This is an optimization exercise on Yosys and OpenROAD, whose aim is a short achievable clock period and few clock cycles, not a production implementation.
In this exercise RTL edits were held to simulation tests only and were not proved equivalent to the original.
No activity file was given, so power comes from the tool's default toggle rates.

==> flow/standard.sh <==
#!/bin/bash
# synth_recipe.tcl (not shown) runs the flow's synth.tcl, then flattens the netlist and writes it again
# the make line also repeats each setting of config.mk as NAME=value (left out here)
make -C /OpenROAD-flow-scripts/flow DESIGN_CONFIG=/design/flow/config.mk WORK_HOME=/design/flow/orfs CLKGATE_MAP_FILE= SYNTH_SCRIPT=/design/flow/synth_recipe.tcl "${@:-finish}"
==> flow/constraint.sdc <==
create_clock -name core_clock -period 10.0 [get_ports {clk}]
set_input_delay 2.0000 -clock core_clock [delete_from_list [all_inputs] [get_ports {clk}]]
set_output_delay 2.0000 -clock core_clock [all_outputs]
set_load 0.01 [all_outputs]
==> flow/flow/run.sh <==
#!/bin/bash
# Layout flow: the standard ORFS flow (standard.sh, unchanged synthesis, floorplan,
# placement, CTS and routing), with the timing repair asked to aim for a setup slack of
# 7 ns at the design's 10 ns clock, so that it keeps improving the critical paths
# instead of stopping once the 10 ns period is met. Make's output goes to make.log here;
# each ORFS step also keeps its own log under orfs/logs/.
set -euo pipefail
cd "$(dirname "$0")/.."
bash standard.sh SETUP_SLACK_MARGIN=7 finish > make.log 2>&1
==> flow/config.mk <==
export PLATFORM = sky130hd
export DESIGN_NAME = swx_top
export DESIGN_NICKNAME = swx_top
export VERILOG_FILES = /design/flow/design.v
export SDC_FILE = /design/flow/constraint.sdc
export NUM_CORES = 4
export LEC_CHECK = 0
export ABC_CLOCK_PERIOD_IN_PS = 3000
export CAP_MARGIN = 20
export CORE_MARGIN = 2
export CORE_UTILIZATION = 40
export SLEW_MARGIN = 20
==> flow/design.v <==
module swx_top (
    input  wire        clk,
    input  wire        rst,
    input  wire        req_valid,
    input  wire [7:0]  req_data,
    output wire        req_ready,
    output reg         res_valid,
    output reg         res_ok,
    output reg  [39:0] res_data,
    output reg         fault,
    output reg  [2:0]  fault_code,
    output reg  [7:0]  fault_info,
    output reg         bus_valid,
    output reg  [7:0]  bus_data,
    output reg         bus_last,
    input  wire        bus_ready,
    input  wire [7:0]  bus_rdata,
    output reg         ce,
    output reg  [2:0]  pstate,
    output reg         wait_valid,
    output reg  [2:0]  wait_id,
    output reg  [31:0] wait_us,
    input  wire        wait_ready,
    output reg         rxb_we,
    output reg  [5:0]  rxb_addr,
    output reg  [7:0]  rxb_wdata
);
    localparam [7:0] CFG_PRIM_RX = 8'h01;
    localparam [7:0] CFG_PWR_UP  = 8'h02;
    localparam [4:0] OP_READ_REG    = 5'h01;
    localparam [4:0] OP_WRITE_REG   = 5'h02;
    localparam [4:0] OP_READ_ADDR   = 5'h03;
    localparam [4:0] OP_WRITE_ADDR  = 5'h04;
    localparam [4:0] OP_ADDR_ENCODE = 5'h05;
    localparam [4:0] OP_ADDR_DECODE = 5'h06;
    localparam [4:0] OP_ADDR_PARSE  = 5'h07;
    localparam [4:0] OP_POWER_UP    = 5'h08;
    localparam [4:0] OP_POWER_DOWN  = 5'h09;
    localparam [4:0] OP_START_RADIO = 5'h0A;
    localparam [4:0] OP_STOP_RADIO  = 5'h0B;
    localparam [4:0] OP_START_RX    = 5'h0C;
    localparam [4:0] OP_STOP_RX     = 5'h0D;
    localparam [4:0] OP_RX_READY    = 5'h0E;
    localparam [4:0] OP_RX_DYN      = 5'h0F;
    localparam [4:0] OP_RX_FIXED    = 5'h10;
    localparam [4:0] OP_TX          = 5'h11;
    localparam [4:0] OP_FLUSH_TX    = 5'h12;
    localparam [4:0] OP_FLUSH_RX    = 5'h13;
    localparam [4:0] OP_INIT        = 5'h14;
    localparam [4:0] OP_RX_LOOP     = 5'h15;
    localparam [4:0] OP_SHUTDOWN    = 5'h16;
    localparam [4:0] OP_WAIT        = 5'h17;
    localparam [4:0] K_OPND = 5'h18;
    localparam [2:0] F_ILLEGAL_REQ = 3'd1;
    localparam [2:0] F_WIDTH       = 3'd2;
    localparam [2:0] F_ADDR_REG    = 3'd3;
    localparam [2:0] F_PAYLOAD_LEN = 3'd4;
    localparam [2:0] F_BUS_CLOSED  = 3'd6;
    localparam [2:0] PS_UNKNOWN = 3'd0;
    localparam [2:0] PS_DOWN    = 3'd1;
    localparam [2:0] PS_STANDBY = 3'd2;
    localparam [2:0] PS_LISTEN  = 3'd3;
    localparam [2:0] PS_TX      = 3'd4;
    integer i;
    localparam QD = 16;
    reg  [12:0] qm [0:QD-1];           
    reg  [4:0]  qwp, qrp;
    reg  [12:0] qh;                    
    reg         qhv;
    wire        qv = qhv;
    wire [4:0]  qk = qh[12:8];
    wire [7:0]  qd = qh[7:0];
    wire [4:0]  qmc = qwp - qrp;
    reg         q_push, q_pop;
    reg  [12:0] q_in;
    reg  [40:0] wq [0:3];
    reg  [1:0]  wrp, wwp;
    reg  [2:0]  wcnt;
    wire [40:0] wh = wq[wrp];
    reg         w_push, w_pop;
    reg  [40:0] w_in;
    localparam [1:0] I_OP = 2'd0, I_B1 = 2'd1, I_BODY = 2'd2, I_DEAD = 2'd3;
    reg  [1:0]  ist;
    reg  [4:0]  iop;
    reg  [7:0]  icnt;                  
    reg  [3:0]  ipos;                  
    reg  [2:0]  ilim;                  
    reg         ione;                  
    reg  [39:0] iacc;
    reg         ipok, ipnz, ik10;
    reg         iclosed;
    reg         ir_v;
    reg  [7:0]  ir_d;
    reg         req_ready_r;
    assign req_ready = req_ready_r;
    function [4:0] hexval(input [7:0] c);
        if (c >= 8'h30 && c <= 8'h39)      hexval = {1'b0, c[3:0]};
        else if (c >= 8'h61 && c <= 8'h66) hexval = {1'b0, c[3:0] + 4'd9};
        else if (c >= 8'h41 && c <= 8'h46) hexval = {1'b0, c[3:0] + 4'd9};
        else                               hexval = 5'h10;
    endfunction
    function closed_at_op(input [7:0] o);
        closed_at_op = (o == 8'h01) || (o == 8'h02) || (o >= 8'h08 && o <= 8'h10) ||
                       (o >= 8'h12 && o <= 8'h16);
    endfunction
    reg  [1:0]  ist_n;
    reg  [4:0]  iop_n;
    reg  [7:0]  icnt_n;
    reg  [3:0]  ipos_n;
    reg  [2:0]  ilim_n;
    reg         ione_n;
    reg  [39:0] iacc_n;
    reg         ipok_n, ipnz_n, ik10_n, iclosed_n;
    reg  [7:0]  b;
    reg  [4:0]  hv;
    reg  [4:0]  bm;
    reg         blong, bshort;
    always @* begin
        ist_n = ist; iop_n = iop; icnt_n = icnt; ipos_n = ipos; ilim_n = ilim;
        ione_n = ione; iacc_n = iacc; ipok_n = ipok; ipnz_n = ipnz; ik10_n = ik10;
        iclosed_n = iclosed;
        q_push = 1'b0; q_in = 13'd0;
        w_push = 1'b0; w_in = 41'd0;
        b = ir_d;
        bm = ir_d[4:0];
        blong  = (bm == 5'h0A) || (bm == 5'h0B) || (bm == 5'h10);
        bshort = (bm >= 5'h0C) && (bm <= 5'h0F);
        hv = hexval(ir_d);
        if (ir_v) begin
            case (ist)
                I_OP: begin
                    iop_n = b[4:0];
                    if (b == 8'h00 || b > 8'h17) begin
                        q_push = 1'b1; q_in = {K_OPND + F_ILLEGAL_REQ, b}; ist_n = I_DEAD;
                    end else if (iclosed && closed_at_op(b)) begin
                        q_push = 1'b1; q_in = {K_OPND + F_BUS_CLOSED, b}; ist_n = I_DEAD;
                    end else begin
                        case (b[4:0])
                            OP_READ_REG, OP_WRITE_REG, OP_READ_ADDR, OP_WRITE_ADDR,
                            OP_ADDR_ENCODE, OP_ADDR_DECODE, OP_ADDR_PARSE, OP_TX,
                            OP_RX_LOOP, OP_WAIT:
                                ist_n = I_B1;
                            OP_INIT: begin
                                q_push = 1'b1; q_in = {b[4:0], 8'h00};
                                ist_n = I_BODY; icnt_n = 8'd12; ione_n = 1'b0; ipos_n = 4'd0;
                            end
                            default: begin
                                q_push = 1'b1; q_in = {b[4:0], 8'h00};
                                if (b[4:0] == OP_SHUTDOWN) iclosed_n = 1'b1;
                            end
                        endcase
                    end
                end
                I_B1: begin
                    ipos_n = 4'd0; iacc_n = 40'd0; ipok_n = 1'b1; ipnz_n = 1'b0;
                    ik10_n = (b >= 8'd10); ione_n = 1'b0;
                    case (iop)
                        OP_READ_REG: begin
                            q_push = 1'b1; q_in = {iop, b}; ist_n = I_OP;
                        end
                        OP_WRITE_REG: begin
                            q_push = 1'b1; q_in = {iop, b}; ist_n = I_BODY; icnt_n = 8'd1;
                        end
                        OP_READ_ADDR, OP_WRITE_ADDR: begin
                            if (!blong && !bshort) begin
                                q_push = 1'b1; q_in = {K_OPND + F_ADDR_REG, b}; ist_n = I_DEAD;
                            end else if (iclosed) begin
                                q_push = 1'b1; q_in = {K_OPND + F_BUS_CLOSED, 3'b000, iop}; ist_n = I_DEAD;
                            end else begin
                                q_push = 1'b1; q_in = {iop, b};
                                if (iop == OP_READ_ADDR) ist_n = I_OP;
                                else begin ist_n = I_BODY; icnt_n = 8'd5; ione_n = bshort; end
                            end
                        end
                        OP_ADDR_ENCODE, OP_ADDR_DECODE: begin
                            if (b == 8'd0 || b > 8'd5) begin
                                q_push = 1'b1; q_in = {K_OPND + F_WIDTH, b}; ist_n = I_DEAD;
                            end else begin
                                ist_n = I_BODY; ilim_n = b[2:0];
                                icnt_n = (iop == OP_ADDR_ENCODE) ? 8'd5 : {5'b00000, b[2:0]};
                            end
                        end
                        OP_ADDR_PARSE: begin
                            if (b == 8'd0) begin
                                q_push = 1'b1; q_in = {iop, 8'h00};
                                w_push = 1'b1; w_in = 41'd0; ist_n = I_OP;
                            end else begin
                                ist_n = I_BODY; icnt_n = b;
                            end
                        end
                        OP_TX: begin
                            if (b > 8'd32) begin
                                q_push = 1'b1; q_in = {K_OPND + F_PAYLOAD_LEN, b}; ist_n = I_DEAD;
                            end else if (iclosed) begin
                                q_push = 1'b1; q_in = {K_OPND + F_BUS_CLOSED, 3'b000, iop}; ist_n = I_DEAD;
                            end else begin
                                q_push = 1'b1; q_in = {iop, b};
                                if (b == 8'd0) ist_n = I_OP;
                                else begin ist_n = I_BODY; icnt_n = b; end
                            end
                        end
                        OP_RX_LOOP: begin
                            iacc_n[7:0] = b; ipos_n = 4'd1; ist_n = I_BODY; icnt_n = 8'd1;
                        end
                        default: begin  
                            iacc_n[7:0] = b; ipos_n = 4'd1; ist_n = I_BODY; icnt_n = 8'd3;
                        end
                    endcase
                end
                I_BODY: begin
                    icnt_n = icnt - 8'd1;
                    ipos_n = (ipos == 4'd15) ? ipos : ipos + 4'd1;
                    if (icnt == 8'd1) ist_n = I_OP;
                    case (iop)
                        OP_WRITE_REG, OP_WRITE_ADDR, OP_TX, OP_INIT: begin
                            if (!ione || ipos == 4'd0) begin
                                q_push = 1'b1; q_in = {K_OPND, b};
                            end
                        end
                        OP_ADDR_PARSE: begin
                            if (ipos < 4'd10) begin
                                if (hv[4]) ipok_n = 1'b0;
                                if (hv[3:0] != 4'd0) ipnz_n = 1'b1;
                                iacc_n = {iacc[35:0], hv[3:0]};
                            end
                            if (icnt == 8'd1) begin
                                q_push = 1'b1; q_in = {iop, 8'h00};
                                w_push = 1'b1;
                                w_in = (ik10 && ipok_n && ipnz_n) ? {1'b1, iacc_n} : 41'd0;
                            end
                        end
                        default: begin  
                            for (i = 0; i < 5; i = i + 1)
                                if (ipos == i && (iop != OP_ADDR_ENCODE || i < ilim))
                                    iacc_n[8*i +: 8] = b;
                            if (icnt == 8'd1) begin
                                q_push = 1'b1; q_in = {iop, 8'h00};
                                w_push = 1'b1; w_in = {1'b0, iacc_n};
                            end
                        end
                    endcase
                end
                default: ;
            endcase
        end
    end
    localparam [5:0]
        X_IDLE  = 6'd0,  X_FAULT = 6'd1,
        X_RR_C  = 6'd2,  X_RR_D  = 6'd3,             
        X_WA_C  = 6'd4,                              
        X_OP_W  = 6'd5,  X_OP_D  = 6'd6,             
        X_RA_C  = 6'd7,  X_RA_F  = 6'd8,  X_RS_C = 6'd9, X_RS_D = 6'd10,    
        X_CW_RES= 6'd11,                             
        X_CW_CF = 6'd12,                             
        X_CF_C  = 6'd13, X_CF_D  = 6'd14, X_CF_W = 6'd15, X_CF_V = 6'd16, X_CF_WT = 6'd17,
        X_RY_C  = 6'd18, X_RY_S  = 6'd19,            
        X_FX_C  = 6'd20, X_FX_S  = 6'd21,            
        X_BD_C  = 6'd22, X_BD_S  = 6'd23, X_BD_Q = 6'd24, X_BD_N = 6'd25,
        X_BD_FL = 6'd26, X_BD_P  = 6'd27, X_BD_R = 6'd28, X_BD_TC = 6'd29, X_BD_TV = 6'd30,
        X_LP_W  = 6'd31,                             
        X_TX_E  = 6'd32, X_TX_A  = 6'd33, X_TX_CW = 6'd34,
        X_TP_C  = 6'd35, X_TP_S  = 6'd36, X_TP_W = 6'd37,
        X_TS_C  = 6'd38, X_TS_V  = 6'd39, X_TM_E = 6'd40,
        X_TT_W  = 6'd41, X_TT_E  = 6'd42,
        X_FL    = 6'd43,                             
        X_IN_R  = 6'd44, X_IN_K  = 6'd45,            
        X_IN_E  = 6'd46;
    reg [5:0]  st;
    reg [4:0]  eop;
    reg [4:0]  em;
    reg        elong;
    reg [5:0]  elen;
    reg [5:0]  rc;
    reg [5:0]  bidx;
    reg [7:0]  rsp;
    reg [39:0] a40;
    reg [6:0]  pcnt;
    reg [15:0] lcnt;
    reg [15:0] plcnt;
    reg [5:0]  nlen;
    reg        nz;
    reg        lph;
    reg        tok;
    reg [1:0]  isub;
    reg [3:0]  ik;           
    reg        cfg_known;
    reg [7:0]  cfgsh;
    reg        xfirst, xp1, x20;
    reg [5:0]  st_n;
    reg [4:0]  eop_n, em_n;
    reg        elong_n;
    reg [5:0]  elen_n, rc_n, bidx_n, nlen_n;
    reg [7:0]  rsp_n;
    reg [39:0] a40_n;
    reg [6:0]  pcnt_n;
    reg [15:0] lcnt_n, plcnt_n;
    reg        nz_n, lph_n, tok_n;
    reg [1:0]  isub_n;
    reg [3:0]  ik_n;
    reg        cfg_known_n;
    reg [7:0]  cfgsh_n;
    reg        xfirst_n, xp1_n, x20_n;
    reg        bv_n, bl_n, wv_n, ce_n, rv_n, ro_n, rw_n, f_n;
    reg [7:0]  bd_n, rwd_n, fi_n;
    reg [2:0]  wi_n, fc_n;
    reg [31:0] wu_n;
    reg [39:0] rd_n;
    reg [5:0]  ra_n;
    wire go = bus_valid ? bus_ready : (wait_valid ? wait_ready : 1'b1);
    reg  xq_pop, xw_pop;
    always @* begin
        q_pop = xq_pop && go;
        w_pop = xw_pop && go;
    end
    wire rdy   = (bus_rdata[3:1] != 3'b111);        
    wire [2:0] ps_n = !cfg_known_n       ? PS_UNKNOWN :
                      !cfgsh_n[1]        ? PS_DOWN    :
                      !ce_n              ? PS_STANDBY :
                      cfgsh_n[0]         ? PS_LISTEN  : PS_TX;
    reg [7:0] cfmod;
    always @* begin
        case (eop)
            OP_START_RADIO, OP_INIT:   cfmod = bus_rdata | CFG_PWR_UP;
            OP_STOP_RADIO, OP_SHUTDOWN: cfmod = bus_rdata & ~CFG_PWR_UP;
            OP_START_RX:               cfmod = bus_rdata | CFG_PRIM_RX;
            OP_STOP_RX:                cfmod = bus_rdata & ~CFG_PRIM_RX;
            default:                   cfmod = lph ? (bus_rdata & ~CFG_PRIM_RX) : (bus_rdata | CFG_PRIM_RX);
        endcase
    end
    wire [2:0] cf_wid = (eop == OP_START_RX || eop == OP_STOP_RX || eop == OP_RX_LOOP) ? 3'd3 : 3'd2;
    always @* begin
        st_n = st; eop_n = eop; em_n = em; elong_n = elong; elen_n = elen; rc_n = rc;
        bidx_n = bidx; rsp_n = rsp; a40_n = a40; pcnt_n = pcnt; lcnt_n = lcnt;
        plcnt_n = plcnt; nlen_n = nlen; nz_n = nz; lph_n = lph; tok_n = tok; isub_n = isub;
        ik_n = ik;
        cfg_known_n = cfg_known; cfgsh_n = cfgsh;
        xfirst_n = xfirst; xp1_n = xp1; x20_n = x20;
        bv_n = 1'b0; bd_n = bus_data; bl_n = bus_last;
        wv_n = 1'b0; wi_n = wait_id; wu_n = wait_us;
        ce_n = ce;
        rv_n = 1'b0; ro_n = res_ok; rd_n = res_data;
        rw_n = 1'b0; ra_n = rxb_addr; rwd_n = rxb_wdata;
        f_n = fault; fc_n = fault_code; fi_n = fault_info;
        xq_pop = 1'b0; xw_pop = 1'b0;
        if (bus_valid) begin
            xfirst_n = bus_last;
            xp1_n    = xfirst;
            if (xfirst) x20_n = (bus_data == 8'h20);
            if (bus_last && !xfirst && xp1 && x20) begin
                cfg_known_n = 1'b1;
                cfgsh_n     = bus_data;
            end
        end
        case (st)
            X_IDLE: if (qv) begin
                xq_pop = 1'b1;
                eop_n = qk; em_n = qd[4:0];
                elong_n = (qd[4:0] == 5'h0A) || (qd[4:0] == 5'h0B) || (qd[4:0] == 5'h10);
                elen_n = qd[5:0];
                case (qk)
                    OP_READ_REG: begin begin bv_n = 1'b1; bd_n = ({3'b000, qd[4:0]}); bl_n = (1'b0); end st_n = X_RR_C; end
                    OP_WRITE_REG: begin begin bv_n = 1'b1; bd_n = ({3'b001, qd[4:0]}); bl_n = (1'b0); end st_n = X_WA_C; elong_n = 1'b0; end
                    OP_WRITE_ADDR: begin begin bv_n = 1'b1; bd_n = ({3'b001, qd[4:0]}); bl_n = (1'b0); end st_n = X_WA_C; end
                    OP_READ_ADDR: begin
                        if (elong_n) begin bv_n = 1'b1; bd_n = ({3'b000, qd[4:0]}); bl_n = (1'b0); end
                        else         begin bv_n = 1'b1; bd_n = (8'h0B); bl_n = (1'b0); end
                        st_n = X_RA_C;
                    end
                    OP_ADDR_ENCODE, OP_ADDR_DECODE, OP_ADDR_PARSE: begin
                        xw_pop = 1'b1;
                        begin rv_n = 1'b1; ro_n = (wh[40]); rd_n = (wh[39:0]); st_n = X_IDLE; end
                    end
                    OP_POWER_UP:   begin ce_n = 1'b1; begin wv_n = 1'b1; wi_n = (3'd0); end st_n = X_CW_RES; end
                    OP_POWER_DOWN: begin ce_n = 1'b0; begin wv_n = 1'b1; wi_n = (3'd1); end st_n = X_CW_RES; end
                    OP_START_RADIO, OP_STOP_RADIO, OP_SHUTDOWN: begin begin bv_n = 1'b1; bd_n = (8'h00); bl_n = (1'b0); end st_n = X_CF_C; end
                    OP_START_RX:   begin ce_n = 1'b1; begin wv_n = 1'b1; wi_n = (3'd0); end st_n = X_CW_CF; end
                    OP_STOP_RX:    begin ce_n = 1'b0; begin wv_n = 1'b1; wi_n = (3'd1); end st_n = X_CW_CF; end
                    OP_RX_READY:   begin begin bv_n = 1'b1; bd_n = (8'h07); bl_n = (1'b0); end st_n = X_RY_C; end
                    OP_RX_DYN:     begin begin bv_n = 1'b1; bd_n = (8'h07); bl_n = (1'b0); end st_n = X_BD_C; end
                    OP_RX_FIXED:   begin begin bv_n = 1'b1; bd_n = (8'h07); bl_n = (1'b0); end st_n = X_FX_C; end
                    OP_TX:         begin begin bv_n = 1'b1; bd_n = (8'hE1); bl_n = (1'b1); end st_n = X_TX_E; end
                    OP_FLUSH_TX:   begin begin bv_n = 1'b1; bd_n = (8'hE1); bl_n = (1'b1); end st_n = X_FL; end
                    OP_FLUSH_RX:   begin begin bv_n = 1'b1; bd_n = (8'hE2); bl_n = (1'b1); end st_n = X_FL; end
                    OP_INIT:       begin begin bv_n = 1'b1; bd_n = (8'h30); bl_n = (1'b0); end st_n = X_WA_C; elong_n = 1'b1; isub_n = 2'd0; end
                    OP_RX_LOOP: begin
                        xw_pop = 1'b1;
                        lcnt_n = wh[15:0]; plcnt_n = 16'd0; lph_n = 1'b0;
                        ce_n = 1'b1; begin wv_n = 1'b1; wi_n = (3'd0); end st_n = X_CW_CF;
                    end
                    OP_WAIT: begin
                        xw_pop = 1'b1;
                        wu_n = wh[31:0];
                        begin wv_n = 1'b1; wi_n = (3'd6); end st_n = X_CW_RES;
                    end
                    default: begin  
                        f_n = 1'b1; fc_n = qk[2:0]; fi_n = qd; st_n = X_FAULT;
                    end
                endcase
            end
            X_RR_C: begin begin bv_n = 1'b1; bd_n = (8'hFF); bl_n = (1'b1); end st_n = X_RR_D; end
            X_RR_D: begin rv_n = 1'b1; ro_n = (1'b0); rd_n = ({32'd0, bus_rdata}); st_n = X_IDLE; end
            X_WA_C: begin
                rc_n = elong ? 6'd5 : 6'd1;
                if (qv) begin xq_pop = 1'b1; begin bv_n = 1'b1; bd_n = (qd); bl_n = (!elong); end st_n = X_OP_D; end
                else st_n = X_OP_W;
            end
            X_TX_A: begin
                if (elen == 6'd0) begin
                    ce_n = 1'b1; begin wv_n = 1'b1; wi_n = (3'd0); end st_n = X_TX_CW; pcnt_n = 7'd0;
                end else begin
                    rc_n = elen;
                    if (qv) begin xq_pop = 1'b1; begin bv_n = 1'b1; bd_n = (qd); bl_n = (elen == 6'd1); end st_n = X_OP_D; end
                    else st_n = X_OP_W;
                end
            end
            X_OP_W: if (qv) begin xq_pop = 1'b1; begin bv_n = 1'b1; bd_n = (qd); bl_n = (rc == 6'd1); end st_n = X_OP_D; end
            X_OP_D: begin
                if (rc == 6'd1) begin
                    case (eop)
                        OP_TX: begin ce_n = 1'b1; begin wv_n = 1'b1; wi_n = (3'd0); end st_n = X_TX_CW; pcnt_n = 7'd0; end
                        OP_INIT: begin
                            isub_n = isub + 2'd1;
                            case (isub)
                                2'd0: begin begin bv_n = 1'b1; bd_n = (8'h2B); bl_n = (1'b0); end st_n = X_WA_C; end
                                2'd1: begin begin bv_n = 1'b1; bd_n = (8'h26); bl_n = (1'b0); end st_n = X_IN_K; ik_n = 4'd1; end
                                2'd2: begin begin bv_n = 1'b1; bd_n = (8'h20); bl_n = (1'b0); end st_n = X_IN_K; ik_n = 4'd8; end
                                default: begin begin bv_n = 1'b1; bd_n = (8'h00); bl_n = (1'b0); end st_n = X_CF_C; end
                            endcase
                        end
                        default: begin rv_n = 1'b1; ro_n = (1'b0); rd_n = (res_data); st_n = X_IDLE; end
                    endcase
                end else begin
                    rc_n = rc - 6'd1;
                    if (qv) begin xq_pop = 1'b1; begin bv_n = 1'b1; bd_n = (qd); bl_n = (rc == 6'd2); end end
                    else st_n = X_OP_W;
                end
            end
            X_IN_K: begin
                ik_n = ik + 4'd1;
                case (ik)
                    4'd1: begin bv_n = 1'b1; bd_n = (8'h0F); bl_n = (1'b1); end
                    4'd2: begin bv_n = 1'b1; bd_n = (8'h3C); bl_n = (1'b0); end
                    4'd3: begin bv_n = 1'b1; bd_n = (8'h3F); bl_n = (1'b1); end
                    4'd4: begin bv_n = 1'b1; bd_n = (8'h3D); bl_n = (1'b0); end
                    4'd5: begin bv_n = 1'b1; bd_n = (8'h04); bl_n = (1'b1); end
                    4'd6: begin bv_n = 1'b1; bd_n = (8'h25); bl_n = (1'b0); end
                    4'd8: begin bv_n = 1'b1; bd_n = (8'h0C); bl_n = (1'b1); end
                    4'd9: begin bv_n = 1'b1; bd_n = (8'h24); bl_n = (1'b0); end
                    default: begin  
                        elong_n = 1'b0; rc_n = 6'd1;
                        if (qv) begin xq_pop = 1'b1; begin bv_n = 1'b1; bd_n = (qd); bl_n = (1'b1); end st_n = X_OP_D; end
                        else st_n = X_OP_W;
                    end
                endcase
            end
            X_RA_C: begin begin bv_n = 1'b1; bd_n = (8'hFF); bl_n = (1'b0); end rc_n = 6'd5; st_n = X_RA_F; end
            X_RA_F: begin
                a40_n = {bus_rdata, a40[39:8]};
                rc_n = rc - 6'd1;
                if (rc == 6'd1) begin
                    if (elong) begin rv_n = 1'b1; ro_n = (1'b0); rd_n = (a40_n); st_n = X_IDLE; end
                    else begin begin bv_n = 1'b1; bd_n = ({3'b000, em}); bl_n = (1'b0); end st_n = X_RS_C; end
                end else begin bv_n = 1'b1; bd_n = (8'hFF); bl_n = (rc == 6'd2); end
            end
            X_RS_C: begin begin bv_n = 1'b1; bd_n = (8'hFF); bl_n = (1'b1); end st_n = X_RS_D; end
            X_RS_D: begin rv_n = 1'b1; ro_n = (1'b0); rd_n = ({a40[39:8], bus_rdata}); st_n = X_IDLE; end
            X_CW_RES: begin rv_n = 1'b1; ro_n = (tok); rd_n = (res_data); st_n = X_IDLE; end
            X_CW_CF:  begin begin bv_n = 1'b1; bd_n = (8'h00); bl_n = (1'b0); end st_n = X_CF_C; end
            X_CF_C:  begin begin bv_n = 1'b1; bd_n = (8'hFF); bl_n = (1'b1); end st_n = X_CF_D; end
            X_CF_D:  begin rsp_n = cfmod; begin bv_n = 1'b1; bd_n = (8'h20); bl_n = (1'b0); end st_n = X_CF_W; end
            X_CF_W:  begin begin bv_n = 1'b1; bd_n = (rsp); bl_n = (1'b1); end st_n = X_CF_V; end
            X_CF_V:  begin begin wv_n = 1'b1; wi_n = (cf_wid); end st_n = X_CF_WT; end
            X_CF_WT: begin
                if (eop == OP_INIT) begin begin bv_n = 1'b1; bd_n = (8'hE2); bl_n = (1'b1); end st_n = X_FL; end
                else if (eop == OP_RX_LOOP && !lph) begin
                    lph_n = 1'b1;
                    if (lcnt == 16'd0) begin ce_n = 1'b0; begin wv_n = 1'b1; wi_n = (3'd1); end st_n = X_CW_CF; end
                    else begin begin bv_n = 1'b1; bd_n = (8'h07); bl_n = (1'b0); end st_n = X_BD_C; end
                end else begin rv_n = 1'b1; ro_n = (1'b0); rd_n = ({24'd0, plcnt}); st_n = X_IDLE; end
            end
            X_FL: begin rv_n = 1'b1; ro_n = (1'b0); rd_n = (res_data); st_n = X_IDLE; end
            X_RY_C: begin begin bv_n = 1'b1; bd_n = (8'hFF); bl_n = (1'b1); end st_n = X_RY_S; end
            X_RY_S: begin rv_n = 1'b1; ro_n = (rdy); rd_n = (res_data); st_n = X_IDLE; end
            X_FX_C: begin begin bv_n = 1'b1; bd_n = (8'hFF); bl_n = (1'b1); end st_n = X_FX_S; end
            X_FX_S: begin
                bd_n = 8'h61; bl_n = 1'b0; rc_n = 6'd8; bidx_n = 6'd0; ro_n = 1'b0;
                if (rdy) begin bv_n = 1'b1; st_n = X_BD_P; end
                else begin rv_n = 1'b1; st_n = X_IDLE; end
            end
            X_BD_C: begin begin bv_n = 1'b1; bd_n = (8'hFF); bl_n = (1'b1); end st_n = X_BD_S; end
            X_BD_S: begin
                bd_n = 8'h60; bl_n = 1'b0; wi_n = 3'd5; rd_n = 40'd0; ro_n = 1'b0;
                nlen_n = 6'd0; nz_n = 1'b0;
                if (rdy) begin bv_n = 1'b1; st_n = X_BD_Q; end
                else if (eop == OP_RX_DYN) begin rv_n = 1'b1; st_n = X_IDLE; end
                else begin wv_n = 1'b1; st_n = X_LP_W; end
            end
            X_BD_Q: begin begin bv_n = 1'b1; bd_n = (8'hFF); bl_n = (1'b1); end st_n = X_BD_N; end
            X_BD_N: begin
                nlen_n = bus_rdata[5:0]; rc_n = bus_rdata[5:0]; bidx_n = 6'd0;
                ra_n = bus_rdata[5:0]; rwd_n = 8'h00;
                bv_n = 1'b1;
                if (bus_rdata > 8'd32) begin
                    bd_n = 8'hE2; bl_n = 1'b1; st_n = X_BD_FL;
                end else begin
                    bd_n = 8'h61; bl_n = (bus_rdata == 8'd0); st_n = X_BD_P;
                    rw_n = 1'b1;
                end
            end
            X_BD_FL: begin
                if (eop == OP_RX_DYN) begin rv_n = 1'b1; ro_n = (1'b0); rd_n = (40'd0); st_n = X_IDLE; end
                else begin nz_n = 1'b0; begin wv_n = 1'b1; wi_n = (3'd5); end st_n = X_LP_W; end
            end
            X_BD_P: begin
                if (rc == 6'd0) begin begin bv_n = 1'b1; bd_n = (8'h27); bl_n = (1'b0); end st_n = X_BD_TC; end
                else begin begin bv_n = 1'b1; bd_n = (8'hFF); bl_n = (rc == 6'd1); end st_n = X_BD_R; end
            end
            X_BD_R: begin
                rw_n = 1'b1; ra_n = bidx; rwd_n = bus_rdata;
                bidx_n = bidx + 6'd1;
                rc_n = rc - 6'd1;
                if (rc == 6'd1) begin begin bv_n = 1'b1; bd_n = (8'h27); bl_n = (1'b0); end st_n = X_BD_TC; end
                else begin bv_n = 1'b1; bd_n = (8'hFF); bl_n = (rc == 6'd2); end
            end
            X_BD_TC: begin begin bv_n = 1'b1; bd_n = (8'h40); bl_n = (1'b1); end st_n = X_BD_TV; end
            X_BD_TV: begin
                if (eop == OP_RX_FIXED) begin rv_n = 1'b1; ro_n = (1'b1); rd_n = (res_data); st_n = X_IDLE; end
                else if (eop == OP_RX_DYN) begin rv_n = 1'b1; ro_n = (1'b0); rd_n = ({34'd0, nlen}); st_n = X_IDLE; end
                else begin nz_n = (nlen != 6'd0); begin wv_n = 1'b1; wi_n = (3'd5); end st_n = X_LP_W; end
            end
            X_LP_W: begin
                lcnt_n = lcnt - 16'd1;
                plcnt_n = plcnt + {15'd0, nz};
                if (lcnt == 16'd1) begin ce_n = 1'b0; begin wv_n = 1'b1; wi_n = (3'd1); end st_n = X_CW_CF; end
                else begin begin bv_n = 1'b1; bd_n = (8'h07); bl_n = (1'b0); end st_n = X_BD_C; end
            end
            X_TX_E:  begin begin bv_n = 1'b1; bd_n = (8'hA0); bl_n = (elen == 6'd0); end st_n = X_TX_A; end
            X_TX_CW: begin begin bv_n = 1'b1; bd_n = (8'h07); bl_n = (1'b0); end st_n = X_TP_C; end
            X_TP_C:  begin begin bv_n = 1'b1; bd_n = (8'hFF); bl_n = (1'b1); end st_n = X_TP_S; end
            X_TP_S:  begin
                pcnt_n = pcnt + 7'd1;
                bd_n = 8'h27; bl_n = 1'b0; wi_n = 3'd4;
                rsp_n = bus_rdata[5] ? 8'h20 : 8'h10; tok_n = bus_rdata[5];
                if (bus_rdata[5] || bus_rdata[4]) begin bv_n = 1'b1; st_n = X_TS_C; end
                else begin wv_n = 1'b1; st_n = X_TP_W; end
            end
            X_TS_C: begin begin bv_n = 1'b1; bd_n = (rsp); bl_n = (1'b1); end st_n = X_TS_V; end
            X_TS_V: begin
                if (tok) begin ce_n = 1'b0; begin wv_n = 1'b1; wi_n = (3'd1); end st_n = X_CW_RES; end
                else begin begin bv_n = 1'b1; bd_n = (8'hE1); bl_n = (1'b1); end st_n = X_TM_E; end
            end
            X_TM_E: begin ce_n = 1'b0; begin wv_n = 1'b1; wi_n = (3'd1); end st_n = X_CW_RES; end
            X_TP_W: begin
                if (pcnt == 7'd100) begin ce_n = 1'b0; begin wv_n = 1'b1; wi_n = (3'd1); end st_n = X_TT_W; end
                else begin begin bv_n = 1'b1; bd_n = (8'h07); bl_n = (1'b0); end st_n = X_TP_C; end
            end
            X_TT_W: begin begin bv_n = 1'b1; bd_n = (8'hE1); bl_n = (1'b1); end st_n = X_TT_E; end
            X_TT_E: begin tok_n = 1'b0; begin rv_n = 1'b1; ro_n = (1'b0); rd_n = (res_data); st_n = X_IDLE; end end
            default: ;   
        endcase
    end
    always @(posedge clk) begin
        if (rst) begin
            qwp <= 5'd0; qrp <= 5'd0; qhv <= 1'b0; qh <= 13'd0;
            ir_v <= 1'b0; ir_d <= 8'h00; req_ready_r <= 1'b0;
            pstate <= PS_UNKNOWN;
            wrp <= 2'd0; wwp <= 2'd0; wcnt <= 3'd0;
            ist <= I_OP; iop <= 5'd0; icnt <= 8'd0; ipos <= 4'd0; ilim <= 3'd0;
            ione <= 1'b0; iacc <= 40'd0; ipok <= 1'b0; ipnz <= 1'b0; ik10 <= 1'b0;
            iclosed <= 1'b0;
            st <= X_IDLE; eop <= 5'd0; em <= 5'd0; elong <= 1'b0; elen <= 6'd0;
            rc <= 6'd0; bidx <= 6'd0; rsp <= 8'h00; a40 <= 40'd0; pcnt <= 7'd0;
            lcnt <= 16'd0; plcnt <= 16'd0; nlen <= 6'd0; nz <= 1'b0; lph <= 1'b0;
            tok <= 1'b0; isub <= 2'd0; ik <= 4'd0;
            cfg_known <= 1'b0; cfgsh <= 8'h00;
            xfirst <= 1'b1; xp1 <= 1'b0; x20 <= 1'b0;
            bus_valid <= 1'b0; bus_data <= 8'h00; bus_last <= 1'b0;
            wait_valid <= 1'b0; wait_id <= 3'd0; wait_us <= 32'd0;
            ce <= 1'b0;
            res_valid <= 1'b0; res_ok <= 1'b0; res_data <= 40'd0;
            rxb_we <= 1'b0; rxb_addr <= 6'd0; rxb_wdata <= 8'h00;
            fault <= 1'b0; fault_code <= 3'd0; fault_info <= 8'h00;
        end else begin
            if (q_push) begin
                qm[qwp[3:0]] <= q_in;
                qwp <= qwp + 5'd1;
            end
            if (!qhv || q_pop) begin
                if (qwp != qrp) begin
                    qh <= qm[qrp[3:0]]; qrp <= qrp + 5'd1; qhv <= 1'b1;
                end else if (q_push) begin
                    qh <= q_in; qrp <= qrp + 5'd1; qhv <= 1'b1;
                end else
                    qhv <= 1'b0;
            end
            if (w_push) begin wq[wwp] <= w_in; wwp <= wwp + 2'd1; end
            if (w_pop) wrp <= wrp + 2'd1;
            wcnt <= wcnt + {2'd0, w_push} - {2'd0, w_pop};
            ir_v <= req_valid && req_ready_r;
            ir_d <= req_data;
            req_ready_r <= (ist_n != I_DEAD) && (qmc + {4'd0, q_push} <= QD - 2) &&
                           (wcnt + {2'd0, w_push} <= 3'd2);
            ist <= ist_n; iop <= iop_n; icnt <= icnt_n; ipos <= ipos_n; ilim <= ilim_n;
            ione <= ione_n; iacc <= iacc_n; ipok <= ipok_n; ipnz <= ipnz_n; ik10 <= ik10_n;
            iclosed <= iclosed_n;
            if (go) begin
                st <= st_n; eop <= eop_n; em <= em_n; elong <= elong_n; elen <= elen_n;
                rc <= rc_n; bidx <= bidx_n; rsp <= rsp_n; a40 <= a40_n; pcnt <= pcnt_n;
                lcnt <= lcnt_n; plcnt <= plcnt_n; nlen <= nlen_n; nz <= nz_n; lph <= lph_n;
                tok <= tok_n; isub <= isub_n; ik <= ik_n;
                cfg_known <= cfg_known_n; cfgsh <= cfgsh_n;
                xfirst <= xfirst_n; xp1 <= xp1_n; x20 <= x20_n;
                bus_valid <= bv_n; bus_data <= bd_n; bus_last <= bl_n;
                wait_valid <= wv_n; wait_id <= wi_n; wait_us <= wu_n;
                ce <= ce_n;
                res_ok <= ro_n; res_data <= rd_n;
                rxb_addr <= ra_n; rxb_wdata <= rwd_n;
                fault <= f_n; fault_code <= fc_n; fault_info <= fi_n;
                pstate <= ps_n;
            end
            res_valid <= go && rv_n;
            rxb_we <= go && rw_n;
        end
    end
endmodule
==> flow_summary_export.csv, run 1 <==
group,metric,value,unit
outcome,outcome,"timing/DRC/antenna clean",
clock_tree,clk_pin_slew_worst_paths,0.06,ns
synth,postSynthCellCount,3562,
route,vias,31900,
timing,drv_slew,0,
timing,tightest_slew,1.02,ns
floorplan,core-area,90100,um2
setup_path,path_class,"in2reg",
synth,yosysSeqAreaShare,0.506,
setup_path,r2r_end,"req_ready_r$_SDFF_PP0_",
route,drtPass1Iterations,14,
floorplan,io_pins,141,
grt,grt_overflow,0,
timing,slew_headroom,0.315,
setup_path,crit_start,"bus_ready",
route,drc_errors,0,
synth,synth.area.mux_share,0.0896,
floorplan,fp.dieH,306,um
layout,areaGrowthSynthToFinish,29.6,%
layout,final_common_cell,"nand2_1",
route,vias_per_cell,6.27,
timing,fin_crit,3.31,ns
grt,busiest_layer,"met2",
place,dp_hpwl,77700,um
setup_path,crit_end,"res_data[39]$_SDFFE_PP0P_",
synth,ys_ff_latch,735,
layout,antennaDiodeCount,0,
synth,synth_top_family_by_area,"compound AO/OA/AOI/OAI gates",
timing,min_period_over_period,0.331,
synth,syn_avg_cell_area,10.2,um2
floorplan,initial_core_util,0.404,
synth,synthXorXnorAreaFrac,0.0120,
synth,syn_area,36400,um2
synth,synthArstFlopShare,0,
grt,grt_start_max_net_pins,87,
place,place_congestion,1.00,
route,wire_per_inst,25.6,um
place,portBuffers,140,
floorplan,std_cell_rows,110,
timing,clock_skew,0.0328,ns
synth,synth_compound_area_frac,0.171,
clock_tree,clk_latency,0.67,ns
route,first_iter_violations,4212,
layout,final_core_util,0.524,
layout,layout_common_cells,"nand2_1, edfxtp_1, nor2_1",
min_path,min_path_type,"reg2reg",
timing,rsz0062_at_grt,"true",
setup_path,r2r_slack,6.74,ns
job,max_cap_viol_count,0,
synth,syn-num-nets,3637,
grt,grt_pass1_vias,29300,
timing,setup_viol,0,
timing,finalHoldViolations,0,
route,wl,130000,um
timing,setup_tns,0,ns
power_and_ir_drop,p_leak,16.0,nW
floorplan,dieArea,93500,um2
setup_path,r2r_cells,14,
layout,nNetsFinal,3916,
timing,max_freq,302,MHz
synth,synth_top_area_share,0.307,
synth,synthAdderAreaFrac,0.0188,
route,ant_nets,0,
synth,synth_flop_cell,"edfxtp_1",
floorplan,die_w,306,um
power_and_ir_drop,peakVddDrop,0.000161,V
synth,synthTopCellsByArea,"edfxtp_1, dfxtp_1, mux4_2, nand2_1, a21oi_1",
layout,drive_gt1_frac,0.303,
grt,grtUsageMet2,0.405,
setup_path,critPathLaunchType,"input pin",
synth,yosysWarnings,1,
clock_tree,cts-buffers-inserted,81,
grt,grt_pass1_wl,188000,um
grt,met1_usage,0.368,
clock_tree,clock_path_buffers,3,
timing,hold_slack,0.458,ns
synth,synth-simple-area-share,0.165,
clock_tree,cts_tree,"yes",
setup_path,cp_max_fo,5,
synth,ys_types,101,
synth,synth_edf_count,372,
grt,track_usage,0.262,
layout,fill_cells,7768,
grt,antenna_found_initial,1,
grt,grt_use_met3,0.0451,
clock_tree,h-tree-depth,3,
setup_path,arrival,3.85,ns
clock_tree,clock-root-buffer,"clkbuf_16",
clock_tree,cts.sinks,735,
setup_path,r2r_start,"ir_d[5]$_SDFF_PP0_",
setup_path,critical_path_required,10.54,ns
setup_path,end_kind,"flip-flop",
power_and_ir_drop,p_per_area,228,nW/um2
synth,synth.largest_area_cell,"edfxtp_1",
==> synth_stat cells (26+ instances only) <==
library cell / number
nor2_1: 328
nand4_1: 30
buf_2: 30
clkbuf_1: 222
a22oi_1: 43
a222oi_1: 40
dfxtp_1: 363
edfxtp_1: 372
nand2_1: 423
and3_1: 55
ha_1: 53
nand3_1: 111
nor2b_1: 46
o21ai_0: 157
inv_1: 59
buf_1: 26
nor3_1: 82
mux4_2: 102
xor2_1: 29
mux2i_1: 91
a21oi_1: 260
a31oi_1: 32
a211oi_1: 87
a32oi_1: 35
==> worst min path at each step <==
stage	slack (ns)	start	to	cells after the start
2_1_floorplan	0.43	rsp[7]$_SDFFE_PP0P_	rsp[7]$_SDFFE_PP0P_	2
3_3_place_gp	0.44	wait_us[30]$_SDFFE_PP0P_	wait_us[30]$_SDFFE_PP0P_	2
3_5_place_dp	0.45	wait_us[30]$_SDFFE_PP0P_	wait_us[30]$_SDFFE_PP0P_	2
4_1_cts	0.46	wait_us[30]$_SDFFE_PP0P_	wait_us[30]$_SDFFE_PP0P_	2
5_1_grt	0.48	wait_us[5]$_SDFFE_PP0P_	wait_us[5]$_SDFFE_PP0P_	2
6_report	0.46	wait_us[5]$_SDFFE_PP0P_	wait_us[5]$_SDFFE_PP0P_	2
==> area by class of cell <==
class                      instances  area [um2]  area share
sequential                       735       18700       0.396
clock inverter                    49         623      0.0132
tap                             1176        1470      0.0312
inverter                          63         269     0.00570
timing repair buffer             474        5270       0.112
clock buffer                     101        2200      0.0467
multi-input combinational       2486       18700       0.396
==> flip-flops by register name, summed over array words and instances (netlist names), 7 cells and up, named ones only <==
| name | count |
|---|---|
| pcnt | 7 |
| lcnt | 16 |
| res_data | 40 |
| iacc | 40 |
| a40 | 32 |
| fault_info | 8 |
| bus_data | 8 |
| rxb_wdata | 8 |
| ir_d | 8 |
| icnt | 8 |
| plcnt | 16 |
| qm | 208 |
| wait_us | 32 |
| qh | 13 |
| rsp | 8 |
| wq | 164 |
==> metal layers <==
layer	wire, um	up-vias	share of wire
met5	20	-	0.00015
met4	5730	2	0.044
met3	11900	374	0.092
met2	58700	1797	0.45
met1	53700	15700	0.41
li1	-	14000	-
==> what timing repair did <==
item	in CTS	in global routing
setup endpoints to repair	1183	947
buffers inserted	172	70
gates cloned	20	11
pin swaps	78	82
hold buffers	0	0
resized for setup	1053	221
==> per-stage QoR <==
stage          total power, mW  instances  setup WS, ns  instance area (um2)
2_1_floorplan             5.31       3562          6.48                37100
3_3_place_gp              6.19       4661          5.33                39200
3_5_place_dp              6.19       4661          5.23                39200
4_1_cts                   10.2       5003          6.78                45500
5_1_grt                   11.1       5084          6.63                47200
6_report                  10.7       5084          6.69                47200
==> cells by family after synthesis <==
logic type                 Yosys count
buffers and inverters              347
muxes                              198
AOI/OAI and AO/OA                  919
adders and majority gates           54
and+or+nand+nor                   1259
xor gates and xnor gates            50
DFF                                735
==> power breakdown <==
group | leakage [nW] | total, mW | internal [mW] | switching, mW
sequential | 6.20 | 3.57 | 3.36 | 0.209
combinational | 8.44 | 4.02 | 1.83 | 2.19
clock | 1.37 | 3.15 | 1.85 | 1.31
==> critical path, stage by stage <==
cell and delay, ns:
buf_8 0.08, inv_4 0.03, a21o_4 0.21, buf_12 0.14, nor3_4 0.14, nand3_2 0.11
a211oi_4 0.25, buf_6 0.17, buf_6 0.10, buf_6 0.09, buf_12 0.10, buf_16 0.13
nor2_4 0.04, a211oi_2 0.25
Testbench counts, summed over its fixed seeds: cycles 19,180.
==> inputs of run 2 (changes only) <==
--- a/flow/design.v
+++ b/flow/design.v
@@ -74,7 +74,8 @@
     reg         q_push, q_pop;
     reg  [12:0] q_in;
-    reg  [40:0] wq [0:3];
-    reg  [1:0]  wrp, wwp;
-    reg  [2:0]  wcnt;
+    localparam WD = 8;
+    reg  [40:0] wq [0:WD-1];
+    reg  [2:0]  wrp, wwp;
+    reg  [3:0]  wcnt;
     wire [40:0] wh = wq[wrp];
     reg         w_push, w_pop;
@@ -182,10 +183,10 @@
                         end
                         OP_ADDR_PARSE: begin
-                            if (b == 8'd0) begin
+                            if (b < 8'd10) begin
                                 q_push = 1'b1; q_in = {iop, 8'h00};
-                                w_push = 1'b1; w_in = 41'd0; ist_n = I_OP;
-                            end else begin
-                                ist_n = I_BODY; icnt_n = b;
+                                w_push = 1'b1; w_in = 41'd0;
                             end
+                            if (b == 8'd0) ist_n = I_OP;
+                            else begin ist_n = I_BODY; icnt_n = b; end
                         end
                         OP_TX: begin
@@ -224,8 +225,8 @@
                                 iacc_n = {iacc[35:0], hv[3:0]};
                             end
-                            if (icnt == 8'd1) begin
+                            if (ik10 && ipos == 4'd9) begin
                                 q_push = 1'b1; q_in = {iop, 8'h00};
                                 w_push = 1'b1;
-                                w_in = (ik10 && ipok_n && ipnz_n) ? {1'b1, iacc_n} : 41'd0;
+                                w_in = (ipok_n && ipnz_n) ? {1'b1, iacc_n} : 41'd0;
                             end
                         end
@@ -234,5 +235,5 @@
                                 if (ipos == i && (iop != OP_ADDR_ENCODE || i < ilim))
                                     iacc_n[8*i +: 8] = b;
-                            if (icnt == 8'd1) begin
+                            if ((iop == OP_ADDR_ENCODE) ? (ipos == {1'b0, ilim - 3'd1}) : (icnt == 8'd1)) begin
                                 q_push = 1'b1; q_in = {iop, 8'h00};
                                 w_push = 1'b1; w_in = {1'b0, iacc_n};
@@ -448,5 +449,5 @@
                     4'd9: begin bv_n = 1'b1; bd_n = (8'h24); bl_n = (1'b0); end
                     default: begin  
-                        elong_n = 1'b0; rc_n = 6'd1;
+                        rc_n = 6'd1;
                         if (qv) begin xq_pop = 1'b1; begin bv_n = 1'b1; bd_n = (qd); bl_n = (1'b1); end st_n = X_OP_D; end
                         else st_n = X_OP_W;
@@ -456,8 +457,14 @@
             X_RA_C: begin begin bv_n = 1'b1; bd_n = (8'hFF); bl_n = (1'b0); end rc_n = 6'd5; st_n = X_RA_F; end
             X_RA_F: begin
-                a40_n = {bus_rdata, a40[39:8]};
+                case (rc[2:0])
+                    3'd5:    a40_n[7:0]   = bus_rdata;
+                    3'd4:    a40_n[15:8]  = bus_rdata;
+                    3'd3:    a40_n[23:16] = bus_rdata;
+                    3'd2:    a40_n[31:24] = bus_rdata;
+                    default: a40_n[39:32] = bus_rdata;
+                endcase
                 rc_n = rc - 6'd1;
                 if (rc == 6'd1) begin
-                    if (elong) begin rv_n = 1'b1; ro_n = (1'b0); rd_n = (a40_n); st_n = X_IDLE; end
+                    if (elong) begin rv_n = 1'b1; ro_n = (1'b0); rd_n = ({bus_rdata, a40[31:0]}); st_n = X_IDLE; end
                     else begin begin bv_n = 1'b1; bd_n = ({3'b000, em}); bl_n = (1'b0); end st_n = X_RS_C; end
                 end else begin bv_n = 1'b1; bd_n = (8'hFF); bl_n = (rc == 6'd2); end
@@ -562,64 +569,54 @@
     always @(posedge clk) begin
         if (rst) begin
-            qwp <= 5'd0; qrp <= 5'd0; qhv <= 1'b0; qh <= 13'd0;
-            ir_v <= 1'b0; ir_d <= 8'h00; req_ready_r <= 1'b0;
-            pstate <= PS_UNKNOWN;
-            wrp <= 2'd0; wwp <= 2'd0; wcnt <= 3'd0;
-            ist <= I_OP; iop <= 5'd0; icnt <= 8'd0; ipos <= 4'd0; ilim <= 3'd0;
-            ione <= 1'b0; iacc <= 40'd0; ipok <= 1'b0; ipnz <= 1'b0; ik10 <= 1'b0;
-            iclosed <= 1'b0;
-            st <= X_IDLE; eop <= 5'd0; em <= 5'd0; elong <= 1'b0; elen <= 6'd0;
-            rc <= 6'd0; bidx <= 6'd0; rsp <= 8'h00; a40 <= 40'd0; pcnt <= 7'd0;
-            lcnt <= 16'd0; plcnt <= 16'd0; nlen <= 6'd0; nz <= 1'b0; lph <= 1'b0;
-            tok <= 1'b0; isub <= 2'd0; ik <= 4'd0;
-            cfg_known <= 1'b0; cfgsh <= 8'h00;
-            xfirst <= 1'b1; xp1 <= 1'b0; x20 <= 1'b0;
-            bus_valid <= 1'b0; bus_data <= 8'h00; bus_last <= 1'b0;
-            wait_valid <= 1'b0; wait_id <= 3'd0; wait_us <= 32'd0;
-            ce <= 1'b0;
-            res_valid <= 1'b0; res_ok <= 1'b0; res_data <= 40'd0;
-            rxb_we <= 1'b0; rxb_addr <= 6'd0; rxb_wdata <= 8'h00;
-            fault <= 1'b0; fault_code <= 3'd0; fault_info <= 8'h00;
+            qwp <= 5'd0; qrp <= 5'd0; qhv <= 1'b0;
+            wrp <= 3'd0; wwp <= 3'd0; wcnt <= 4'd0;
+            ir_v <= 1'b0; req_ready_r <= 1'b1;
+            ist <= I_OP; iclosed <= 1'b0;
+            st <= X_IDLE; cfg_known <= 1'b0; xfirst <= 1'b1;
+            bus_valid <= 1'b0; wait_valid <= 1'b0; ce <= 1'b0; pstate <= PS_UNKNOWN;
+            res_valid <= 1'b0; rxb_we <= 1'b0; fault <= 1'b0;
+            bus_data <= 8'h00; bus_last <= 1'b0; wait_id <= 3'd0; wait_us <= 32'd0;
+            res_ok <= 1'b0; res_data <= 40'd0; rxb_addr <= 6'd0; rxb_wdata <= 8'h00;
+            fault_code <= 3'd0; fault_info <= 8'h00;
         end else begin
-            if (q_push) begin
-                qm[qwp[3:0]] <= q_in;
-                qwp <= qwp + 5'd1;
-            end
+            if (q_push) qwp <= qwp + 5'd1;
             if (!qhv || q_pop) begin
-                if (qwp != qrp) begin
-                    qh <= qm[qrp[3:0]]; qrp <= qrp + 5'd1; qhv <= 1'b1;
-                end else if (q_push) begin
-                    qh <= q_in; qrp <= qrp + 5'd1; qhv <= 1'b1;
-                end else
-                    qhv <= 1'b0;
-            end
-            if (w_push) begin wq[wwp] <= w_in; wwp <= wwp + 2'd1; end
-            if (w_pop) wrp <= wrp + 2'd1;
-            wcnt <= wcnt + {2'd0, w_push} - {2'd0, w_pop};
+                if (qwp != qrp || q_push) qrp <= qrp + 5'd1;
+                qhv <= (qwp != qrp) || q_push;
+            end
+            if (w_push) wwp <= wwp + 3'd1;
+            if (w_pop) wrp <= wrp + 3'd1;
+            wcnt <= wcnt + {3'd0, w_push} - {3'd0, w_pop};
             ir_v <= req_valid && req_ready_r;
-            ir_d <= req_data;
-            req_ready_r <= (ist_n != I_DEAD) && (qmc + {4'd0, q_push} <= QD - 2) &&
-                           (wcnt + {2'd0, w_push} <= 3'd2);
-            ist <= ist_n; iop <= iop_n; icnt <= icnt_n; ipos <= ipos_n; ilim <= ilim_n;
-            ione <= ione_n; iacc <= iacc_n; ipok <= ipok_n; ipnz <= ipnz_n; ik10 <= ik10_n;
-            iclosed <= iclosed_n;
+            req_ready_r <= (ist != I_DEAD) && (qmc <= QD - 4) && (wcnt <= WD - 4);
+            ist <= ist_n; iclosed <= iclosed_n;
             if (go) begin
-                st <= st_n; eop <= eop_n; em <= em_n; elong <= elong_n; elen <= elen_n;
-                rc <= rc_n; bidx <= bidx_n; rsp <= rsp_n; a40 <= a40_n; pcnt <= pcnt_n;
-                lcnt <= lcnt_n; plcnt <= plcnt_n; nlen <= nlen_n; nz <= nz_n; lph <= lph_n;
-                tok <= tok_n; isub <= isub_n; ik <= ik_n;
-                cfg_known <= cfg_known_n; cfgsh <= cfgsh_n;
-                xfirst <= xfirst_n; xp1 <= xp1_n; x20 <= x20_n;
-                bus_valid <= bv_n; bus_data <= bd_n; bus_last <= bl_n;
-                wait_valid <= wv_n; wait_id <= wi_n; wait_us <= wu_n;
-                ce <= ce_n;
-                res_ok <= ro_n; res_data <= rd_n;
-                rxb_addr <= ra_n; rxb_wdata <= rwd_n;
-                fault <= f_n; fault_code <= fc_n; fault_info <= fi_n;
-                pstate <= ps_n;
-            end
+                st <= st_n; cfg_known <= cfg_known_n; xfirst <= xfirst_n;
+                bus_valid <= bv_n; wait_valid <= wv_n; ce <= ce_n; pstate <= ps_n;
+                bus_data <= bd_n; bus_last <= bl_n; wait_id <= wi_n;
+            end
+            fault <= f_n;
+            wait_us <= wu_n;
+            res_ok <= ro_n; res_data <= rd_n;
+            rxb_addr <= ra_n; rxb_wdata <= rwd_n;
+            fault_code <= fc_n; fault_info <= fi_n;
             res_valid <= go && rv_n;
             rxb_we <= go && rw_n;
         end
     end
+    always @(posedge clk) begin
+        qm[qwp[3:0]] <= q_in;
+        wq[wwp] <= w_in;
+        if (!qhv || q_pop) qh <= (qwp != qrp) ? qm[qrp[3:0]] : q_in;
+        ir_d <= req_data;
+        iop <= iop_n; icnt <= icnt_n; ipos <= ipos_n; ilim <= ilim_n;
+        ione <= ione_n; iacc <= iacc_n; ipok <= ipok_n; ipnz <= ipnz_n; ik10 <= ik10_n;
+        if (go) begin
+            lph <= lph_n; rc <= rc_n; bidx <= bidx_n; pcnt <= pcnt_n;
+            lcnt <= lcnt_n; plcnt <= plcnt_n; isub <= isub_n; ik <= ik_n;
+            cfgsh <= cfgsh_n; xp1 <= xp1_n; x20 <= x20_n;
+        end
+        eop <= eop_n; em <= em_n; elong <= elong_n; elen <= elen_n;
+        rsp <= rsp_n; a40 <= a40_n; nlen <= nlen_n; nz <= nz_n; tok <= tok_n;
+    end
 endmodule
==> run 2 against run 1 <==
  * Global-route usage decreased by 2.4 points
  * Routed wire length increased by 5.8%
  * Still clean on timing, DRC and antenna
  * Die area increased by 18%
  * Fmax increased by 1.7%
  * Largest cell class unchanged
  * Clock power increased by 14%
  * Clock skew increased by 0.0064 ns
  * Total power increased by 7.8%
  * Critical path depth decreased by 13
  * Setup slack improved by 0.055 ns
  * Critical path type is now reg2out
  * Highest routed layer is now met4
  * Cell area increased by 13%
==> flow_summary_export.csv, run 2 <==
group,metric,value,unit
outcome,outcome,"timing/DRC/antenna clean",
synth,yosysWarnings,1,
setup_path,cpPeakStageDelay,0.44,ns
layout,largest_reg_flops,328,
route,drc_errors,0,
floorplan,fp.dieH,332,um
clock_tree,clock_path_buffers,3,
grt,busiest_layer,"met2",
place,place_congestion,1.00,
timing,setup_viol,0,
layout,fin_cells,5105,
grt,grt_start_max_net_pins,61,
route,drtPass1Iterations,9,
timing,slew_headroom,0.183,
timing,fin_crit,3.26,ns
grt,grt_use_met3,0.0457,
setup_path,slowest_stage,"dfxtp_4",
power_and_ir_drop,peakVddDrop,0.000163,V
power_and_ir_drop,sw_frac_of_total,0.328,
synth,synthArstFlopShare,0,
setup_path,worstPathBufferInverterCount,1,
place,dp.cells,4752,
grt,grtUsageMet2,0.371,
route,ant_nets,0,
place,dp_hpwl,83500,um
timing,drv_slew,0,
min_path,min_path_type,"reg2reg",
synth,synth_edf_count,743,
layout,antennaDiodeCount,0,
clock_tree,h-tree-depth,3,
timing,min_period_over_period,0.326,
grt,grt_pass1_wl,198000,um
synth,synth.largest_area_cell,"edfxtp_1",
clock_tree,cts-buffers-inserted,96,
grt,met1_usage,0.332,
clock_tree,clk_latency,0.68,ns
synth,ys_types,104,
synth,syn_avg_cell_area,12.8,um2
floorplan,initial_core_util,0.403,
clock_tree,hold_buffers,0,
timing,setup_tns,0,ns
power_and_ir_drop,p_per_area,218,nW/um2
power_and_ir_drop,p_sw,3.80,mW
grt,antenna_found_initial,0,
route,wire_per_inst,27.0,um
timing,tightest_slew,1.22,ns
setup_path,cp_max_fo,2,
layout,final_common_cell,"edfxtp_1",
synth,synthTopCellsByArea,"edfxtp_1, dfxtp_1, mux4_2, mux2i_1, nor2_1",
power_and_ir_drop,p_seq_frac,0.395,
floorplan,io_pins,141,
layout,nNetsFinal,3700,
synth,synth_flop_cell,"edfxtp_1",
synth,postSynthCellCount,3377,
route,vias_per_cell,6.08,
setup_path,arrival,1.25,ns
floorplan,die_w,332,um
setup_path,end_kind,"output pin",
synth,synth_top_area_share,0.517,
clock_tree,cts_tree,"yes",
place,portBuffers,140,
synth,yosysSeqAreaShare,0.595,
grt,grt_overflow,0,
floorplan,std_cell_rows,120,
power_and_ir_drop,p_leak,18.3,nW
synth,syn_area,43200,um2
layout,layout_common_cells,"edfxtp_1, nor2_1, nand2_1",
timing,setup_ws,6.75,ns
synth,yosys-top-cells-count,"edfxtp_1, nor2_1, nand2_1, dfxtp_1, clkbuf_1",
grt,track_usage,0.238,
route,wl,138000,um
setup_path,path_class,"reg2out",
power_and_ir_drop,combinationalPowerShare,0.295,
synth,syn-num-nets,3455,
synth,ys_ff_latch,911,
clock_tree,clk_pin_slew_worst_paths,0.06,ns
grt,grt_pass1_vias,29600,
power_and_ir_drop,p_int,7.79,mW
route,first_iter_violations,3908,
floorplan,dieArea,111000,um2
setup_path,path_cells,"buf_6",
job,max_cap_viol_count,0,
layout,fill_cells,9218,
setup_path,r2r_slack,6.89,ns
power_and_ir_drop,power_frac_clock,0.311,
route,vias,31000,
clock_tree,clock-root-buffer,"clkbuf_16",
timing,rsz0062_at_grt,"true",
setup_path,critical_path_required,8.00,ns
layout,areaGrowthSynthToFinish,23.4,%
power_and_ir_drop,power.total,11.6,mW
setup_path,critPathLaunchType,"flip-flop",
synth,yosysMostFrequentCell,"edfxtp_1",
timing,max_freq,307,MHz
timing,finalHoldViolations,0,
timing,clock_skew,0.0393,ns
floorplan,core-area,107000,um2
clock_tree,cts.sinks,911,
place,dpl_worst_slack,5.46,ns
setup_path,crit_family,"flip-flops",
layout,drive_gt1_frac,0.304,
run 2: cell count changes after synthesis, sizes merged, moves of 26 or more:
cell / previous run / this run
edfxtp: 372 / 743
dfxtp: 363 / 168
nand2: 423 / 266
a21oi: 260 / 160
clkbuf: 222 / 166
nand3: 111 / 58
mux2i: 91 / 137
mux4: 102 / 147
o21ai: 166 / 122
o22ai: 24 / 56
a211oi: 89 / 58
mux2: 5 / 33
nor2: 328 / 302
run 2: area by class of cell:
class | count | area, um2 | share of cell area
Clock inverter | 51 | 539 | 0.0101
Clock buffer | 127 | 2610 | 0.0490
Sequential cell | 911 | 25900 | 0.487
Timing Repair Buffer | 376 | 4050 | 0.0761
Tap cell | 1403 | 1760 | 0.0330
Timing Repair inverter | 3 | 18.8 | 0.000352
Inverter | 71 | 305 | 0.00573
Multi-Input combinational cell | 2163 | 18100 | 0.339
run 2: power groups by stage:
stage / registers, mW / logic [mW] / clock network, mW
2_1_floorplan: 4.54 / 1.92 / 0
3_3_place_gp: 4.65 / 2.65 / 0
3_5_place_dp: 4.65 / 2.65 / 0
4_1_cts: 4.56 / 3.09 / 3.65
5_1_grt: 4.59 / 3.60 / 3.79
6_report: 4.57 / 3.41 / 3.60
run 2: repair_timing:
item                                    in CTS  in global routing
endpoints found under the setup margin     944                836
cloned                                       9                 10
setup buffers                               93                 62
pin swaps                                   61                 66
resized for setup                         1034                136
run 2: cell families after synthesis:
| kind of cell | share of synthesized area |
|---|---|
| simple gates | 0.120 |
| flops | 0.595 |
| xor+xnor | 0.0122 |
| fa+ha+maj | 0.0167 |
| buf+inv | 0.0295 |
| mux | 0.117 |
| compound gates | 0.110 |
run 2: worst paths after layout:
| path | startpoint | to | cells after the start |
|---|---|---|---|
| worst max-delay path | rxb_wdata[0]$_SDFFE_PP0N_ | rxb_wdata[0] | 1 |
| worst min register to register | fault$_SDFFE_PP0P_ | fault$_SDFFE_PP0P_ | 2 |
| worst min-delay path | fault$_SDFFE_PP0P_ | fault$_SDFFE_PP0P_ | 2 |
| worst max register to register | st[5]$_SDFFE_PP0P_ | flip-flop | 9 |
run 2: routing by layer:
metal	wire length [um]	up-vias
met2	62500	1625
met3	12700	367
li1	-	13600
met1	57000	15500
met5	0	-
met4	5520	0
run 2: metrics by stage:
step	hold WS, ns	utilization	cell area, um2
floorplan	0.424	-	43400
global placement	0.439	0.431	46100
detailed placement	0.443	0.431	46100
CTS	0.457	0.485	51900
global route	0.486	0.497	53200
finish	0.455	0.497	53200
Testbench counts of run 2, summed over its fixed seeds: cycles 19,161.

[port drivers added, routing unchanged]
How much do the figures lean on ideal ports? The routed layouts below were timed once more, with nothing changed but the port constraints.
Step 1: set_driving_cell puts a clkbuf_16 on clk and a buf_2 on each other input, an assumption about the parent block.
Step 2 also shifts input and output timing later by t, the mid clock arrival at the registers, as if the neighbouring blocks saw the same clock.
a / b / c = no drivers / after step 1 / after step 2; a / b = the first two.
run | shift t [ns] | slack for setup (ns) | worst setup path after step 2
run 1 | 0.714 | 6.690 / 6.698 / 5.984 | input to register
run 2 | 0.731 | 6.745 / 6.678 / 6.066 | input to register
After both steps every run listed still meets setup and hold. The setup slack of run 1, which loses most, moves by +0.008 ns with the drivers and by -0.706 ns with both steps.
